This design comes from an exercise in tuning for small area, a short achievable clock period and few clock cycles on the open sky130 flow, not from production work.
Where RTL was checked, it was by simulation tests only, not by an equivalence proof against the original.
Power and IR drop assume default switching activity.

==> flow/design.v <==
module fww_micro_cpu (
    input  wire        clk,
    input  wire        rst,             
    input  wire        start,           
    input  wire [7:0]  start_mpc,
    input  wire        lit_msb_first,   
    output wire        busy,
    output wire        done,
    output wire [15:0] reg_a,
    output wire [15:0] reg_b,
    output wire [15:0] reg_c,
    output wire [15:0] reg_d,
    output wire [15:0] mdr,
    output wire [11:0] mar,
    output wire [7:0]  mpc,
    output wire        cs_req,
    output wire [7:0]  cs_addr,
    input  wire        cs_ack,
    input  wire [21:0] cs_rdata,
    output wire        mem_req,
    output wire        mem_we,
    output wire [11:0] mem_addr,
    output wire [15:0] mem_wdata,
    input  wire        mem_ack,
    input  wire [15:0] mem_rdata
);
    reg        run_r, done_r;
    reg        cs_pend;            
    reg        cs_dly;             
    reg        f_pend;             
    reg        mem_pend;           
    reg        we_r;               
    reg        wr_after;           
    reg        npc_pend;           
    reg        halt_pend;          
    reg [22:19] lw;                
    reg        l_needf;            
    reg        use_lit;            
    reg        lsgn;               
    reg [15:0] op2_r;              
    reg [15:0] op1_r;              
    reg [3:0]  lr;                 
    reg [16:5] fc;                 
    reg [15:0] a_r, b_r, c_r, d_r, mdr_r;
    reg [11:0] mar_r;
    reg [7:0]  mpc_r;
    reg        msb_r;
    wire [22:1] cb = cs_rdata;
    wire rd_pend  = mem_pend & ~we_r;
    wire rd_ack   = mem_ack & ~we_r;
    wire mem_done = ~mem_pend | (mem_ack & (we_r | ~wr_after));
    wire go     = start & ~run_r;
    wire e_go   = run_r & cs_ack & ~f_pend;
    wire halt   = (cs_rdata == 22'd0);
    wire f_go   = f_pend & mem_done & ~(fc[6] & rd_pend);
    wire [4:1] cr = run_r ? cb[4:1] : 4'd0;
    reg [15:0] v2a;
    always @(*) begin
        v2a = 16'd0;
        if (cr[1]) v2a = a_r;
        if (cr[2]) v2a = b_r;
        if (cr[3]) v2a = c_r;
        if (cr[4]) v2a = d_r;
    end
    wire [15:0] v2s = cb[8] ? {v2a[14:0], 1'b0} : v2a;
    wire [7:0] lit8 = msb_r ? {cb[15], cb[16], cb[17], cb[18], cb[19], cb[20], cb[21], cb[22]}
                            : {cb[8], cb[7], cb[6], cb[5], cb[4], cb[3], cb[2], cb[1]};
    wire [15:0] mdr_f = rd_pend ? mem_rdata : mdr_r;
    wire [7:0] mdr4  = {4'd0, mdr_r[15:12]};
    wire [7:0] lit_l = msb_r ? {fc[15], fc[16], lr[0], 5'b10001} : {fc[8:5], lr};
    wire a_zero = (a_r == 16'd0);
    wire [7:0] m1 = mpc_r + 8'd1;
    wire [7:0] m2 = mpc_r + 8'd2;
    wire [7:0] mm = mpc_r + (use_lit ? lit_l : mdr4);
    wire [7:0] a20 = a_r[15] ? 8'd1 : 8'd2;
    wire [7:0] a19 = a_zero  ? 8'd1 : 8'd2;
    wire [7:0] r20 = a_r[15] ? m1 : m2;
    wire [7:0] r19 = a_zero  ? m1 : m2;
    reg [7:0] npc_e, npc_l;
    always @(*) begin
        if (cb[22]) begin
            npc_e = mpc_r;
            if (cb[17]) npc_e = m1;
            if (cb[18]) npc_e = mpc_r;    
            if (cb[19]) npc_e = r19;
            if (cb[20]) npc_e = r20;
            if (cb[21]) npc_e = mm;
        end else begin
            npc_e = 8'd0;
            if (cb[17]) npc_e = 8'd1;
            if (cb[18]) npc_e = lit8;
            if (cb[19]) npc_e = a19;
            if (cb[20]) npc_e = a20;
            if (cb[21]) npc_e = mdr4;
        end
        if (lw[22]) begin
            npc_l = mm;
            if (lw[19]) npc_l = r19;
            if (lw[20]) npc_l = r20;
            if (lw[21]) npc_l = mm;
        end else begin
            npc_l = a19;
            if (lw[20]) npc_l = a20;
            if (lw[21]) npc_l = mdr4;
        end
    end
    wire [15:0] v3  = op2_r + op1_r + {15'd0, fc[7]};    
    wire sgn_go = f_go & lsgn & npc_pend;
    wire [7:0] npc_s = lw[22] ? (v3[15] ? m1 : m2) : (v3[15] ? 8'd1 : 8'd2);
    wire [7:0] npc = sgn_go ? npc_s : npc_pend ? npc_l : npc_e;
    wire late = cb[21] ? (cb[13] | cb[15] | rd_pend) :
                (cb[19] | cb[20]) ? cb[9] : (cb[18] & cb[22]);
    wire late_go = npc_pend & (~l_needf | ~f_pend) & (~lw[21] | ~rd_pend);
    wire f_wait = cb[6] & rd_pend;
    wire [8:5] oc = f_pend ? fc[8:5] : (run_r ? cb[8:5] : 4'd0);
    wire [15:0] v1a = oc[6] ? mdr_f : {15'd0, oc[5]};
    wire [15:0] v1s = oc[8] ? {v1a[14:0], 1'b0} : v1a;
    wire [15:0] v1n = v1s ^ {16{oc[7]}};
    assign busy  = run_r;
    assign done  = done_r;
    assign reg_a = a_r;
    assign reg_b = b_r;
    assign reg_c = c_r;
    assign reg_d = d_r;
    assign mdr   = mdr_r;
    assign mar   = mar_r;
    assign mpc   = mpc_r;
    assign cs_req    = cs_pend;
    assign cs_addr   = mpc_r;
    assign mem_req   = mem_pend;
    assign mem_we    = we_r;
    assign mem_addr  = mar_r;
    assign mem_wdata = mdr_r;
    always @(posedge clk) begin
        if (rst) begin
            run_r     <= 1'b0;
            done_r    <= 1'b0;
            cs_pend   <= 1'b0;
            cs_dly    <= 1'b0;
            f_pend    <= 1'b0;
            mem_pend  <= 1'b0;
            npc_pend  <= 1'b0;
            halt_pend <= 1'b0;
        end else if (go) begin
            run_r     <= 1'b1;
            done_r    <= 1'b0;
            cs_pend   <= 1'b1;
            cs_dly    <= 1'b0;
            f_pend    <= 1'b1;
            mem_pend  <= 1'b0;
            npc_pend  <= 1'b0;
            halt_pend <= 1'b0;
        end else if (run_r) begin
            if (mem_ack) begin
                if (~we_r & wr_after) begin
                    we_r     <= 1'b1;
                    wr_after <= 1'b0;
                end else
                    mem_pend <= 1'b0;
            end
            if (f_go) begin
                f_pend <= 1'b0;
                if (fc[15] | fc[16]) begin
                    mem_pend <= 1'b1;
                    we_r     <= ~fc[15];
                    wr_after <= fc[15] & fc[16];
                end
            end
            if (cs_dly) begin
                cs_dly  <= 1'b0;
                cs_pend <= 1'b1;
            end
            if (late_go | sgn_go) begin
                npc_pend <= 1'b0;
                cs_pend  <= 1'b1;
            end
            if (halt_pend & mem_done) begin
                halt_pend <= 1'b0;
                run_r     <= 1'b0;
                done_r    <= 1'b1;
            end
            if (e_go) begin
                if (halt) begin
                    cs_pend <= 1'b0;
                    if (mem_done) begin
                        run_r  <= 1'b0;
                        done_r <= 1'b1;
                    end else
                        halt_pend <= 1'b1;
                end else begin
                    f_pend   <= 1'b1;
                    npc_pend <= late;
                    cs_pend  <= ~late & ~f_wait;
                    cs_dly   <= ~late & f_wait;
                end
            end
        end
    end
    wire rd_only = rd_ack & ~(f_go & fc[13]);
    always @(posedge clk) begin
        if (go | e_go | (f_pend & fc[6] & rd_pend))
            op1_r <= v1n;
        if (go | e_go) begin
            op2_r <= v2s;
            fc    <= run_r ? cb[16:5] : 12'b0011_1111_0000;
        end
        if (f_go & fc[9])  a_r <= v3;
        if (f_go & fc[10]) b_r <= v3;
        if (f_go & fc[11]) c_r <= v3;
        if (f_go & fc[12]) d_r <= v3;
        if ((f_go & fc[13]) | rd_ack) mdr_r <= rd_only ? mem_rdata : v3;
        if (f_go & fc[14]) mar_r <= v3[11:0];
        if (go) begin
            mpc_r <= start_mpc;
            msb_r <= lit_msb_first;
        end else if ((e_go & ~halt & ~late) | late_go | sgn_go)
            mpc_r <= npc;
        if (e_go | late_go)
            use_lit <= e_go & cb[18] & cb[22] & ~cb[19] & ~cb[20] & ~cb[21];
        if (e_go) begin
            lw      <= cb[22:19];
            lsgn    <= cb[20] & ~cb[21] & cb[9];
            lr      <= msb_r ? {3'd0, cb[17]} : cb[4:1];
            l_needf <= cb[9] | cb[13] | cb[15];
        end
    end
endmodule
==> flow/config.mk <==
export PLATFORM = sky130hd
export DESIGN_NAME = fww_micro_cpu
export DESIGN_NICKNAME = fww_micro_cpu
export VERILOG_FILES = /design/flow/design.v
export SDC_FILE = /design/flow/constraint.sdc
export NUM_CORES = 4
export LEC_CHECK = 0
export CAP_MARGIN = 20
export CORE_MARGIN = 2
export CORE_UTILIZATION = 40
export CTS_BUF_LIST = sky130_fd_sc_hd__clkbuf_4 sky130_fd_sc_hd__clkbuf_8
export SETUP_SLACK_MARGIN = 5
export SLEW_MARGIN = 20
==> flow/constraint.sdc <==
create_clock -name core_clock -period 8.0 [get_ports {clk}]
set_input_delay 1.6000 -clock core_clock [delete_from_list [all_inputs] [get_ports {clk}]]
set_output_delay 1.6000 -clock core_clock [all_outputs]
set_load 0.01 [all_outputs]
standard.sh (not shown) runs the stock make flow with config.mk's settings and CLKGATE_MAP_FILE= SYNTH_SCRIPT=/design/flow/synth_recipe.tcl, a recipe that flattens the netlist after the stock synthesis.
==> flow/flow/run.sh <==
#!/bin/bash
# The standard layout, with the port buffers made of buf_1 cells instead of
# the delay-buffer cells buffer_ports picks by default. The output of the
# standard flow goes to standard.log; ORFS's per-step logs stay under orfs/logs.
set -euo pipefail
export BUFFER_PORTS_ARGS="-buffer_cell sky130_fd_sc_hd__buf_1"
bash standard.sh > standard.log 2>&1
Then changed:
--- a/flow/design.v
+++ b/flow/design.v
@@ -33,13 +33,12 @@
     reg        wr_after;           
     reg        npc_pend;           
     reg        halt_pend;          
     reg [22:19] lw;                
     reg        l_needf;            
     reg        use_lit;            
-    reg        lsgn;               
     reg [15:0] op2_r;              
     reg [15:0] op1_r;              
     reg [3:0]  lr;                 
     reg [16:5] fc;                 
     reg [15:0] a_r, b_r, c_r, d_r, mdr_r;
     reg [11:0] mar_r;
@@ -101,24 +100,22 @@
         end else begin
             npc_l = a19;
             if (lw[20]) npc_l = a20;
             if (lw[21]) npc_l = mdr4;
         end
     end
-    wire [15:0] v3  = op2_r + op1_r + {15'd0, fc[7]};    
-    wire sgn_go = f_go & lsgn & npc_pend;
-    wire [7:0] npc_s = lw[22] ? (v3[15] ? m1 : m2) : (v3[15] ? 8'd1 : 8'd2);
-    wire [7:0] npc = sgn_go ? npc_s : npc_pend ? npc_l : npc_e;
+    wire [7:0] npc = npc_pend ? npc_l : npc_e;
     wire late = cb[21] ? (cb[13] | cb[15] | rd_pend) :
                 (cb[19] | cb[20]) ? cb[9] : (cb[18] & cb[22]);
     wire late_go = npc_pend & (~l_needf | ~f_pend) & (~lw[21] | ~rd_pend);
     wire f_wait = cb[6] & rd_pend;
     wire [8:5] oc = f_pend ? fc[8:5] : (run_r ? cb[8:5] : 4'd0);
     wire [15:0] v1a = oc[6] ? mdr_f : {15'd0, oc[5]};
     wire [15:0] v1s = oc[8] ? {v1a[14:0], 1'b0} : v1a;
     wire [15:0] v1n = v1s ^ {16{oc[7]}};
+    wire [15:0] v3  = op2_r + op1_r + {15'd0, fc[7]};
     assign busy  = run_r;
     assign done  = done_r;
     assign reg_a = a_r;
     assign reg_b = b_r;
     assign reg_c = c_r;
     assign reg_d = d_r;
@@ -167,13 +164,13 @@
                 end
             end
             if (cs_dly) begin
                 cs_dly  <= 1'b0;
                 cs_pend <= 1'b1;
             end
-            if (late_go | sgn_go) begin
+            if (late_go) begin
                 npc_pend <= 1'b0;
                 cs_pend  <= 1'b1;
             end
             if (halt_pend & mem_done) begin
                 halt_pend <= 1'b0;
                 run_r     <= 1'b0;
@@ -195,14 +192,13 @@
                 end
             end
         end
     end
     wire rd_only = rd_ack & ~(f_go & fc[13]);
     always @(posedge clk) begin
-        if (go | e_go | (f_pend & fc[6] & rd_pend))
-            op1_r <= v1n;
+        op1_r <= v1n;
         if (go | e_go) begin
             op2_r <= v2s;
             fc    <= run_r ? cb[16:5] : 12'b0011_1111_0000;
         end
         if (f_go & fc[9])  a_r <= v3;
         if (f_go & fc[10]) b_r <= v3;
@@ -210,18 +206,17 @@
         if (f_go & fc[12]) d_r <= v3;
         if ((f_go & fc[13]) | rd_ack) mdr_r <= rd_only ? mem_rdata : v3;
         if (f_go & fc[14]) mar_r <= v3[11:0];
         if (go) begin
             mpc_r <= start_mpc;
             msb_r <= lit_msb_first;
-        end else if ((e_go & ~halt & ~late) | late_go | sgn_go)
+        end else if ((e_go & ~halt & ~late) | late_go)
             mpc_r <= npc;
         if (e_go | late_go)
             use_lit <= e_go & cb[18] & cb[22] & ~cb[19] & ~cb[20] & ~cb[21];
         if (e_go) begin
             lw      <= cb[22:19];
-            lsgn    <= cb[20] & ~cb[21] & cb[9];
             lr      <= msb_r ? {3'd0, cb[17]} : cb[4:1];
             l_needf <= cb[9] | cb[13] | cb[15];
         end
     end
 endmodule
Effect: Clock-buffer cell count stays the same. Worst setup slack is better by 0.061 ns. Cell area went down by 4.8%. Wire length drops by 5.2%. Area after synthesis goes down by 3.4%. Hold slack improves by 0.029 ns. Synthesized cell count is lower by 4.7%. Sequential power stays flat. Cell count drops by 3.8%. Fmax increases by 1.9%. Global-route usage came out lower by 0.35 points.
Testbench counts after the change, summed over its fixed seeds: cycles 47,507.
The RTL of the first run of this note was laid out without a check of its function.

---

Another version of the RTL of fww_micro_cpu (not shown whole).
Size: about 170 flip-flops, roughly 190 I/O pins, ~9500 um^2 of cells after synthesis.
==> flow/design.v (excerpt) <==
module fww_micro_cpu (
    input  wire        clk,
    input  wire        rst,             
    input  wire        start,           
    input  wire [7:0]  start_mpc,
    input  wire        lit_msb_first,   
    output wire        busy,
    output wire        done,
    output wire [15:0] reg_a,
    output wire [15:0] reg_b,
    output wire [15:0] reg_c,
    output wire [15:0] reg_d,
    output wire [15:0] mdr,
    output wire [11:0] mar,
    output wire [7:0]  mpc,
    output wire        cs_req,
    output wire [7:0]  cs_addr,
    input  wire        cs_ack,
    input  wire [21:0] cs_rdata,
    output wire        mem_req,
    output wire        mem_we,
    output wire [11:0] mem_addr,
    output wire [15:0] mem_wdata,
    input  wire        mem_ack,
    input  wire [15:0] mem_rdata
);
Settings: LEC_CHECK=0, CAP_MARGIN=20, CORE_MARGIN=2, CORE_UTILIZATION=40, SETUP_SLACK_MARGIN=5, SLEW_MARGIN=20; clock period 8.0 ns.
Scripts as last shown in full above: flow/flow/run.sh
Testbench counts at the start, summed over its fixed seeds: cycles 47,507.
Change:
--- a/flow/design.v
+++ b/flow/design.v
@@ -31,18 +31,17 @@
     reg        mem_pend;           
     reg        we_r;               
     reg        wr_after;           
     reg        npc_pend;           
     reg        halt_pend;          
     reg [22:19] lw;                
     reg        l_needf;            
-    reg        use_lit;            
     reg [15:0] op2_r;              
     reg [15:0] op1_r;              
-    reg [3:0]  lr;                 
+    reg [7:0]  lr;                 
     reg [16:5] fc;                 
     reg [15:0] a_r, b_r, c_r, d_r, mdr_r;
     reg [11:0] mar_r;
     reg [7:0]  mpc_r;
     reg        msb_r;
     wire [22:1] cb = cs_rdata;
     wire rd_pend  = mem_pend & ~we_r;
@@ -61,20 +60,20 @@
         if (cr[3]) v2a = c_r;
         if (cr[4]) v2a = d_r;
     end
     wire [15:0] v2s = cb[8] ? {v2a[14:0], 1'b0} : v2a;
     wire [7:0] lit8 = msb_r ? {cb[15], cb[16], cb[17], cb[18], cb[19], cb[20], cb[21], cb[22]}
                             : {cb[8], cb[7], cb[6], cb[5], cb[4], cb[3], cb[2], cb[1]};
     wire [15:0] mdr_f = rd_pend ? mem_rdata : mdr_r;
-    wire [7:0] mdr4  = {4'd0, mdr_r[15:12]};
-    wire [7:0] lit_l = msb_r ? {fc[15], fc[16], lr[0], 5'b10001} : {fc[8:5], lr};
+    wire [7:0] mdr4  = {4'd0, mdr_f[15:12]};
     wire a_zero = (a_r == 16'd0);
     wire [7:0] m1 = mpc_r + 8'd1;
     wire [7:0] m2 = mpc_r + 8'd2;
-    wire [7:0] mm = mpc_r + (use_lit ? lit_l : mdr4);
+    wire [7:0] mm = mpc_r + mdr4;
+    wire [7:0] ml = mpc_r + lr;
     wire [7:0] a20 = a_r[15] ? 8'd1 : 8'd2;
     wire [7:0] a19 = a_zero  ? 8'd1 : 8'd2;
     wire [7:0] r20 = a_r[15] ? m1 : m2;
     wire [7:0] r19 = a_zero  ? m1 : m2;
     reg [7:0] npc_e, npc_l;
     always @(*) begin
         if (cb[22]) begin
@@ -89,28 +88,28 @@
             if (cb[17]) npc_e = 8'd1;
             if (cb[18]) npc_e = lit8;
             if (cb[19]) npc_e = a19;
             if (cb[20]) npc_e = a20;
             if (cb[21]) npc_e = mdr4;
         end
         if (lw[22]) begin
-            npc_l = mm;
+            npc_l = ml;
             if (lw[19]) npc_l = r19;
             if (lw[20]) npc_l = r20;
             if (lw[21]) npc_l = mm;
         end else begin
             npc_l = a19;
             if (lw[20]) npc_l = a20;
             if (lw[21]) npc_l = mdr4;
         end
     end
     wire [7:0] npc = npc_pend ? npc_l : npc_e;
     wire late = cb[21] ? (cb[13] | cb[15] | rd_pend) :
                 (cb[19] | cb[20]) ? cb[9] : (cb[18] & cb[22]);
-    wire late_go = npc_pend & (~l_needf | ~f_pend) & (~lw[21] | ~rd_pend);
+    wire late_go = npc_pend & (~l_needf | ~f_pend) & (~lw[21] | ~rd_pend | mem_ack);
     wire f_wait = cb[6] & rd_pend;
     wire [8:5] oc = f_pend ? fc[8:5] : (run_r ? cb[8:5] : 4'd0);
     wire [15:0] v1a = oc[6] ? mdr_f : {15'd0, oc[5]};
     wire [15:0] v1s = oc[8] ? {v1a[14:0], 1'b0} : v1a;
     wire [15:0] v1n = v1s ^ {16{oc[7]}};
     wire [15:0] v3  = op2_r + op1_r + {15'd0, fc[7]};
     assign busy  = run_r;
@@ -208,16 +207,14 @@
         if ((f_go & fc[13]) | rd_ack) mdr_r <= rd_only ? mem_rdata : v3;
         if (f_go & fc[14]) mar_r <= v3[11:0];
         if (go) begin
             mpc_r <= start_mpc;
             msb_r <= lit_msb_first;
         end else if ((e_go & ~halt & ~late) | late_go)
             mpc_r <= npc;
-        if (e_go | late_go)
-            use_lit <= e_go & cb[18] & cb[22] & ~cb[19] & ~cb[20] & ~cb[21];
         if (e_go) begin
             lw      <= cb[22:19];
-            lr      <= msb_r ? {3'd0, cb[17]} : cb[4:1];
+            lr      <= lit8;
             l_needf <= cb[9] | cb[13] | cb[15];
         end
     end
 endmodule
Worst hold slack degrades by 0.0087 ns; wire length rises by 5.3%; total power rises by 3.1%; global-route usage rises by 0.59 points; critical path depth rises by 3; die area rises by 2.1%; sequential cell count rises by 3; clock power falls by 3.7%; combinational power rises by 13%; area after synthesis rises by 2.1%; register-to-register slack degrades by 0.30 ns; setup slack degrades by 0.43 ns.
Testbench counts after the change, summed over its fixed seeds: cycles 46,948.

==> afterwards: timing with drivers on the ports <==
No port has a modelled driver above. Below, the same layouts with a new extraction and two added sets of constraints.
Step 1, drivers: a clkbuf_16 drives clk and a buf_2 each remaining input, both assumed.
Step 2 moves the port delays by t, midway between the first and last clock arrival at a register: inputs arrive t later, outputs are due t later. That takes back most of the time a late clock gives input paths.
Slacks: ideal / step 1 / step 2; pairs: ideal / step 1.
run | t, ns | setup WS [ns] | worst setup path after step 2 | clock arrival spread, ns | worst slew at a driven data input, ns
the first run of note 1 | 0.512 | 4.810 / 4.810 / 4.500 | input to register | 0.020 / 0.021 | 0.06
the second run of note 1 | 0.507 | 4.871 / 4.871 / 4.506 | input to register | 0.020 / 0.020 | 0.07
the first run of note 2 | 0.474 | 5.029 / 5.028 / 4.569 | input to register | 0.019 / 0.019 | 0.05
the second run of note 2 | 0.469 | 4.600 / 4.608 / 4.139 | input to register | 0.012 / 0.012 | 0.05
After both steps setup and hold are still met in every run listed. For the second run of note 2, which loses most, drivers alone change the setup slack by +0.008 ns; drivers and shift together by -0.461 ns.
